From an optimization exercise on the open Yosys and OpenROAD flow, aimed at small area; shortcuts taken in it are not production practice.
The RTL was checked by simulation tests, not by an equivalence proof against the original design.
The clock port is modelled as an ideal driver, which makes a skipped or thinned clock tree look cheaper than it is; a real chip needs a root buffer or a tree.
Power and IR drop assume default switching activity.

Setup of lane 1:
==> flow/design.v (excerpt) <==
module rmap (
    input             clk,
    input             rst,
    input             cmd_valid,
    output            cmd_ready,
    input      [31:0] cmd_word,
    input      [31:0] cmd_data,
    output            rsp_valid,
    input             rsp_ready,
    output     [3:0]  rsp_status,
    output     [31:0] rsp_rdata,
    output     [1:0]  rsp_ebank,
    output     [6:0]  rsp_eaddr,
    output     [7:0]  rsp_esel,
    output     [31:0] rsp_estatus,
    output            bus_req_valid,
    input             bus_req_ready,
    output            bus_req_write,
    output     [6:0]  bus_req_addr,
    output     [7:0]  bus_req_sel,
    output     [15:0] bus_req_wdata,
    input             bus_rsp_valid,
    input      [15:0] bus_rsp_rdata,
    input      [31:0] bus_rsp_status
);
clock: 6.0 ns
lec_check: 0
cap_margin: 0
core_margin: 2
core_utilization: 25
place_density: 0.75
slew_margin: 0
standard.sh (not shown) runs the stock make flow with config.mk's settings and CLKGATE_MAP_FILE= SYNTH_SCRIPT=/design/flow/synth_recipe.tcl, a recipe that flattens the netlist after the stock synthesis.
==> flow/flow/run.sh <==
#!/bin/bash
# Standard ORFS layout with changes that only affect cell area:
#  * the combinational logic of the standard synthesis netlist is mapped
#    again for area (flow/reabc.tcl); registers, their names and cell types
#    are left as the standard synthesis made them;
#  * the smallest buffer on every port;
#  * a one-level clock tree (flow/cts.tcl): CTS_NB clock buffers, each
#    driving the flip-flops of one region, all driven from the clock port;
#  * one tie cell drives all constant outputs.
set -euo pipefail
export BUFFER_PORTS_ARGS="-buffer_cell sky130_fd_sc_hd__buf_1"
R=$PWD/orfs/results/$FLOW_PLATFORM/rmap/base
bash standard.sh "$R/1_2_yosys.v" > standard_synth.log 2>&1
cp "$R/1_2_yosys.v" "$R/1_2_yosys_standard.v"
LIBERTY=$FLOW_HOME/platforms/$FLOW_PLATFORM/lib/sky130_fd_sc_hd__tt_025C_1v80.lib \
NETLIST_IN=$R/1_2_yosys_standard.v NETLIST_OUT=$R/1_2_yosys.v TOP=$FLOW_TOP \
ABC_SCRIPT=$PWD/flow/area.abc yosys -c flow/reabc.tcl > reabc.log 2>&1
bash standard.sh place > standard_place.log 2>&1
RES=$R CTS_BUF=sky130_fd_sc_hd__buf_8 CTS_NB=4 MERGE_TIES=1 \
  openroad -no_init -no_splash -exit flow/cts.tcl > cts.log 2>&1
bash standard.sh > standard_make.log 2>&1
==> flow/flow/cts.tcl <==
# Clock tree: the sinks of clk are split by recursive bisection into
# CTS_NB groups; each group gets one clock buffer, placed at the group's
# centre and driven straight from the clock port.
set plat $::env(FLOW_HOME)/platforms/$::env(FLOW_PLATFORM)
set res $::env(RES)
read_lef $plat/lef/sky130_fd_sc_hd.tlef
read_lef $plat/lef/sky130_fd_sc_hd_merged.lef
read_liberty $plat/lib/sky130_fd_sc_hd__tt_025C_1v80.lib
read_db $res/3_place.odb
read_sdc $res/3_place.sdc
source $plat/setRC.tcl

set block [ord::get_db_block]
set clknet [$block findNet clk]
$clknet setSigType CLOCK
set master [[ord::get_db] findMaster $::env(CTS_BUF)]

proc split_groups {items n} {
  if {$n <= 1 || [llength $items] <= 1} { return [list $items] }
  set xs {}; set ys {}
  foreach s $items { lappend xs [lindex $s 0]; lappend ys [lindex $s 1] }
  set xs [lsort -integer $xs]; set ys [lsort -integer $ys]
  set dx [expr {[lindex $xs end] - [lindex $xs 0]}]
  set dy [expr {[lindex $ys end] - [lindex $ys 0]}]
  set k [expr {$dx >= $dy ? 0 : 1}]
  set items [lsort -integer -index $k $items]
  set h [expr {[llength $items] / 2}]
  set m [expr {$n / 2}]
  return [concat [split_groups [lrange $items 0 [expr {$h - 1}]] $m] \
                 [split_groups [lrange $items $h end] [expr {$n - $m}]]]
}

set sinks {}
foreach it [$clknet getITerms] {
  set loc [[$it getInst] getLocation]
  lappend sinks [list [lindex $loc 0] [lindex $loc 1] $it]
}
set g 0
foreach grp [split_groups $sinks $::env(CTS_NB)] {
  if {![llength $grp]} continue
  set net [odb::dbNet_create $block clknet_$g]
  $net setSigType CLOCK
  set buf [odb::dbInst_create $block $master clkbuf_$g]
  set sx 0; set sy 0
  foreach s $grp {
    set it [lindex $s 2]
    $it disconnect
    $it connect $net
    incr sx [lindex $s 0]; incr sy [lindex $s 1]
  }
  $buf setLocation [expr {$sx / [llength $grp]}] [expr {$sy / [llength $grp]}]
  $buf setPlacementStatus PLACED
  [$buf findITerm A] connect $clknet
  [$buf findITerm X] connect $net
  puts "clock buffer clkbuf_$g drives [llength $grp] sinks"
  incr g
}

# One tie cell for all constant outputs: the standard flow gives each
# constant port its own conb_1; its HI and LO pins can drive them all.
if {$::env(MERGE_TIES)} {
  set keep ""
  foreach inst [$block getInsts] {
    if {[[$inst getMaster] getName] ne "sky130_fd_sc_hd__conb_1"} continue
    if {$keep eq ""} { set keep $inst; continue }
    foreach pin {HI LO} {
      set it [$inst findITerm $pin]
      set net [$it getNet]
      if {$net eq "NULL"} continue
      set knet [[$keep findITerm $pin] getNet]
      if {$knet eq "NULL"} {
        set knet [odb::dbNet_create $block tie_[string tolower $pin]]
        [$keep findITerm $pin] connect $knet
      }
      foreach bt [$net getBTerms] { $bt connect $knet }
      foreach it2 [$net getITerms] { if {[$it2 getInst] ne $inst} { $it2 disconnect; $it2 connect $knet } }
      $it disconnect
      odb::dbNet_destroy $net
    }
    odb::dbInst_destroy $inst
  }
}

detailed_placement
check_placement -verbose
set_propagated_clock [all_clocks]
estimate_parasitics -placement
report_clock_skew
report_checks -path_delay min_max
set worst 0
foreach pin [get_pins -hierarchical */CLK] {
  set s [get_property $pin slew_max_rise]
  if {$s > $worst} { set worst $s }
}
puts "largest clock pin slew (placement estimate): $worst"
write_db $res/4_1_cts.odb
write_db $res/4_cts.odb
write_sdc $res/4_cts.sdc
Other scripts of this flow, unchanged in this note and not shown: flow/flow/area.abc, flow/flow/reabc.tcl
Setup changes, lane 1 to lane 2
- changing CAP_MARGIN from 0 to 20
- changing SLEW_MARGIN from 0 to 20
--- a/flow/flow/run.sh
+++ b/flow/flow/run.sh
@@ -8,2 +8 @@
-#    driving the flip-flops of one region, all driven from the clock port;
-#  * one tie cell drives all constant outputs.
+#    driving the flip-flops of one region, all driven from the clock port.
@@ -19 +18 @@
-RES=$R CTS_BUF=sky130_fd_sc_hd__buf_8 CTS_NB=4 MERGE_TIES=1 \
+RES=$R CTS_BUF=sky130_fd_sc_hd__buf_8 CTS_NB=4 \
--- a/flow/flow/cts.tcl
+++ b/flow/flow/cts.tcl
@@ -59,25 +58,0 @@
-# One tie cell for all constant outputs: the standard flow gives each
-# constant port its own conb_1; its HI and LO pins can drive them all.
-if {$::env(MERGE_TIES)} {
-  set keep ""
-  foreach inst [$block getInsts] {
-    if {[[$inst getMaster] getName] ne "sky130_fd_sc_hd__conb_1"} continue
-    if {$keep eq ""} { set keep $inst; continue }
-    foreach pin {HI LO} {
-      set it [$inst findITerm $pin]
-      set net [$it getNet]
-      if {$net eq "NULL"} continue
-      set knet [[$keep findITerm $pin] getNet]
-      if {$knet eq "NULL"} {
-        set knet [odb::dbNet_create $block tie_[string tolower $pin]]
-        [$keep findITerm $pin] connect $knet
-      }
-      foreach bt [$net getBTerms] { $bt connect $knet }
-      foreach it2 [$net getITerms] { if {[$it2 getInst] ne $inst} { $it2 disconnect; $it2 connect $knet } }
-      $it disconnect
-      odb::dbNet_destroy $net
-    }
-    odb::dbInst_destroy $inst
-  }
-}
-
## What came out
Of lane 1 and lane 2, lane 2 shows the higher cell depth of the worst setup path, with lane 1 below it.
The critical path arrival number comes out higher for lane 1 vs lane 2.
Taking lane 1 as the reference point, the part of the cycle the worst path needs of lane 2 falls by 1.8 points.
Min via count normalized by instance count across lane 1 and lane 2: lane 2
Lane 2 ended up with sky130_fd_sc_hd__buf_4 as its standard cell with the maximum stage delay on the critical path; lane 1 ended up with sky130_fd_sc_hd__nor3_2.
Post-layout total power: lane 1 vs lane 2 — no meaningful difference
Compared to lane 1, the routing of lane 2 uses less wire.
Going from lane 1 to lane 2, achievable frequency higher; global-route track usage on met2 lower; layout-stage area growth over the synthesis result higher; power density normalized to cell area lower.
In the tables for lane 1 and lane 2, routed length per placed instance reads lower with lane 2.
Relative to lane 2, the following input files were edited for lane 3:
--- a/flow/flow/run.sh
+++ b/flow/flow/run.sh
@@ -18 +18 @@
-RES=$R CTS_BUF=sky130_fd_sc_hd__buf_8 CTS_NB=4 \
+RES=$R CTS_BUF=sky130_fd_sc_hd__clkbuf_16 CTS_NB=4 \
==> run notes <==
- Looking at post-route worst hold slack, lane 3 sits below lane 2.
- Lane 3 vs lane 2: cell area after layout up slightly
- The utilization reported for lane 3 is greater than that of lane 2 by 0.25 points.
- Internal power contribution is higher on lane 3
- Diff lane 2 -> lane 3: minimum clock period after layout saw a decrease; clock power saw an increase; area after synthesis saw little to no change.
- There was hardly any difference in layout cell share with drive strength beyond 1 between lane 2 and lane 3.
- In terms of net switching power figure, lane 3 and lane 2 differ only marginally.
- From lane 2 to lane 3 the numbers moved as follows: power climbed 3.5%, final critical-path setup slack climbed 0.014 ns.
In every run of this note, the design's own scripts or RTL, not TritonCTS, make the clock network.

run A:
Another version of the RTL of rmap (not shown whole).
For scale: about 420 cells after synthesis, ~73 flip-flops.
## rmap
module rmap (
    input             clk,
    input             rst,
    input             cmd_valid,
    output            cmd_ready,
    input      [31:0] cmd_word,
    input      [31:0] cmd_data,
    output            rsp_valid,
    input             rsp_ready,
    output     [3:0]  rsp_status,
    output     [31:0] rsp_rdata,
    output     [1:0]  rsp_ebank,
    output     [6:0]  rsp_eaddr,
    output     [7:0]  rsp_esel,
    output     [31:0] rsp_estatus,
    output            bus_req_valid,
    input             bus_req_ready,
    output            bus_req_write,
    output     [6:0]  bus_req_addr,
    output     [7:0]  bus_req_sel,
    output     [15:0] bus_req_wdata,
    input             bus_rsp_valid,
    input      [15:0] bus_rsp_rdata,
    input      [31:0] bus_rsp_status
);
clock: 6.0 ns
lec_check: 0
cap_margin: 20
core_margin: 2
core_utilization: 25
place_density: 0.75
slew_margin: 20
==> flow/flow/run.sh <==
#!/bin/bash
# Standard ORFS layout, with the smallest buffer on every port, small
# clock buffers and no CTS dummy loads.
set -euo pipefail
export BUFFER_PORTS_ARGS="-buffer_cell sky130_fd_sc_hd__buf_1"
export CTS_ARGS="-sink_clustering_enable -repair_clock_nets -sink_clustering_size 40 -sink_clustering_max_diameter 200 -buf_list sky130_fd_sc_hd__clkbuf_8 -dont_use_dummy_load"
bash standard.sh > standard_make.log 2>&1
Modified inputs, run B compared to run A
==> flow/flow/run.sh <==
#!/bin/bash
# Standard ORFS layout, with the smallest buffer on every port, small
# clock buffers and no CTS dummy loads.
set -euo pipefail
export BUFFER_PORTS_ARGS="-buffer_cell sky130_fd_sc_hd__buf_1"
export CTS_ARGS="-sink_clustering_enable -repair_clock_nets -sink_clustering_size 80 -sink_clustering_max_diameter 500 -buf_list sky130_fd_sc_hd__clkbuf_16 -dont_use_dummy_load"
bash standard.sh > standard_make.log 2>&1
==> comparison <==
Run B reached the final stage; the timing, DRC and antenna checks on its layout passed. Compared with run A, run B shows a core utilization that is 0.64 points higher. Total power consumption of the routed design, run B and run A, higher one = run B. The final reports for run B and run A show share of total power in combinational logic lower in the former. Summary of run B over run A: overall fraction of global-route tracks in use did not really move, worst hold slack did not really move.
## Diff of input files: run C against run B
==> flow/flow/run.sh <==
#!/bin/bash
# Standard ORFS layout with three changes that only affect cell area:
#  * the combinational logic of the standard synthesis netlist is mapped
#    again for area (flow/reabc.tcl); registers, their names and cell types
#    are left as the standard synthesis made them;
#  * the smallest buffer on every port;
#  * clock tree of clkbuf_8 cells without dummy loads.
set -euo pipefail
export BUFFER_PORTS_ARGS="-buffer_cell sky130_fd_sc_hd__buf_1"
export CTS_ARGS="-sink_clustering_enable -repair_clock_nets -sink_clustering_size 40 -sink_clustering_max_diameter 200 -buf_list sky130_fd_sc_hd__clkbuf_8 -dont_use_dummy_load"
R=$PWD/orfs/results/$FLOW_PLATFORM/rmap/base
bash standard.sh "$R/1_2_yosys.v" > standard_synth.log 2>&1
cp "$R/1_2_yosys.v" "$R/1_2_yosys_standard.v"
LIBERTY=$FLOW_HOME/platforms/$FLOW_PLATFORM/lib/sky130_fd_sc_hd__tt_025C_1v80.lib \
NETLIST_IN=$R/1_2_yosys_standard.v NETLIST_OUT=$R/1_2_yosys.v TOP=$FLOW_TOP \
ABC_SCRIPT=$PWD/flow/area.abc yosys -c flow/reabc.tcl > reabc.log 2>&1
bash standard.sh > standard_make.log 2>&1
==> flow/flow/area.abc (new file) <==
strash
&get -n
&deepsyn -T 20
&dc2
&synch2
&nf -R 1000
&put
==> flow/flow/reabc.tcl (new file) <==
# Re-map the combinational logic of the standard synthesis netlist for
# area. Register and tie cells are kept as they are (same instances, names
# and cell types); only the gates between them are mapped again.
yosys -import
set lib $::env(LIBERTY)
read_liberty -ignore_miss_func -ignore_miss_dir $lib
read_verilog $::env(NETLIST_IN)
hierarchy -top $::env(TOP)
set keep {}
foreach m [split [string trim [tee -q -s result.string select -list-mod =sky130_fd_sc_hd__df* =sky130_fd_sc_hd__edf* =sky130_fd_sc_hd__conb*]] "\n"] {
  lappend keep $m
}
foreach m $keep { setattr -mod -set keep_hierarchy 1 $m }
flatten
opt_clean -purge
set dont {}
foreach p {*probe* *lpflow* *dlygate* *dlymetal* *clkdlybuf* *clkbuf* *clkinv* *einv* *ebuf*} { lappend dont -dont_use $p }
abc -liberty $lib {*}$dont -script $::env(ABC_SCRIPT)
opt_clean -purge
hilomap -singleton -hicell sky130_fd_sc_hd__conb_1 HI -locell sky130_fd_sc_hd__conb_1 LO
opt_clean -purge
stat -liberty $lib
select -module $::env(TOP)
write_verilog -noattr -nohex -nodec -selected $::env(NETLIST_OUT)
Notes after the runs:
c_raw as the source of the critical timing path was reported by run B, and cmd_word[0] by run C. Run B → run C: multi-input logic area lost 200 sq um, total net switching power lost 5.6%, signed area change from the synthesized netlist to the final layout picked up an extra 17 points. Summary of run C over run B: placed cell area now smaller; portion of the clock cycle consumed by the worst path in the final layout now larger; overall power now smaller; setup slack of the critical path after layout now smaller; share of post-route cells with drive strength above 1 now smaller.

==> static timing again, ports no longer ideal <==
How much do the figures lean on ideal ports? The routed layouts below were timed once more, with nothing changed but the port constraints.
Step 1, drivers: a clkbuf_16 drives clk and a buf_2 each remaining input, both assumed.
Step 2, shift: input delay + t, output delay - t, t = (earliest + latest rising clock arrival at the registers) / 2. This alone moves slack from input paths to output paths.
a / b / c = ideal ports / drivers / drivers and shift; a / b = the first two.
| run | t, ns | slack for setup (ns) | cell pins on the clock port's net |
|---|---|---|---|
| lane 1 | 0.213 | 2.593 / 2.647 / 2.434 | 4 |
| lane 2 | 0.212 | 2.703 / 2.756 / 2.543 | 4 |
| lane 3 | 0.227 | 2.717 / 2.772 / 2.546 | 4 |
| run A | 0.391 | 3.057 / 3.024 / 2.752 | 1 |
| run B | 0.370 | 3.100 / 3.061 / 2.755 | 1 |
| run C | 0.366 | 2.648 / 2.654 / 2.288 | 1 |
After both steps every run listed still meets setup and hold. The setup slack of run C, which loses most, moves by +0.006 ns with the drivers and by -0.360 ns with both steps.
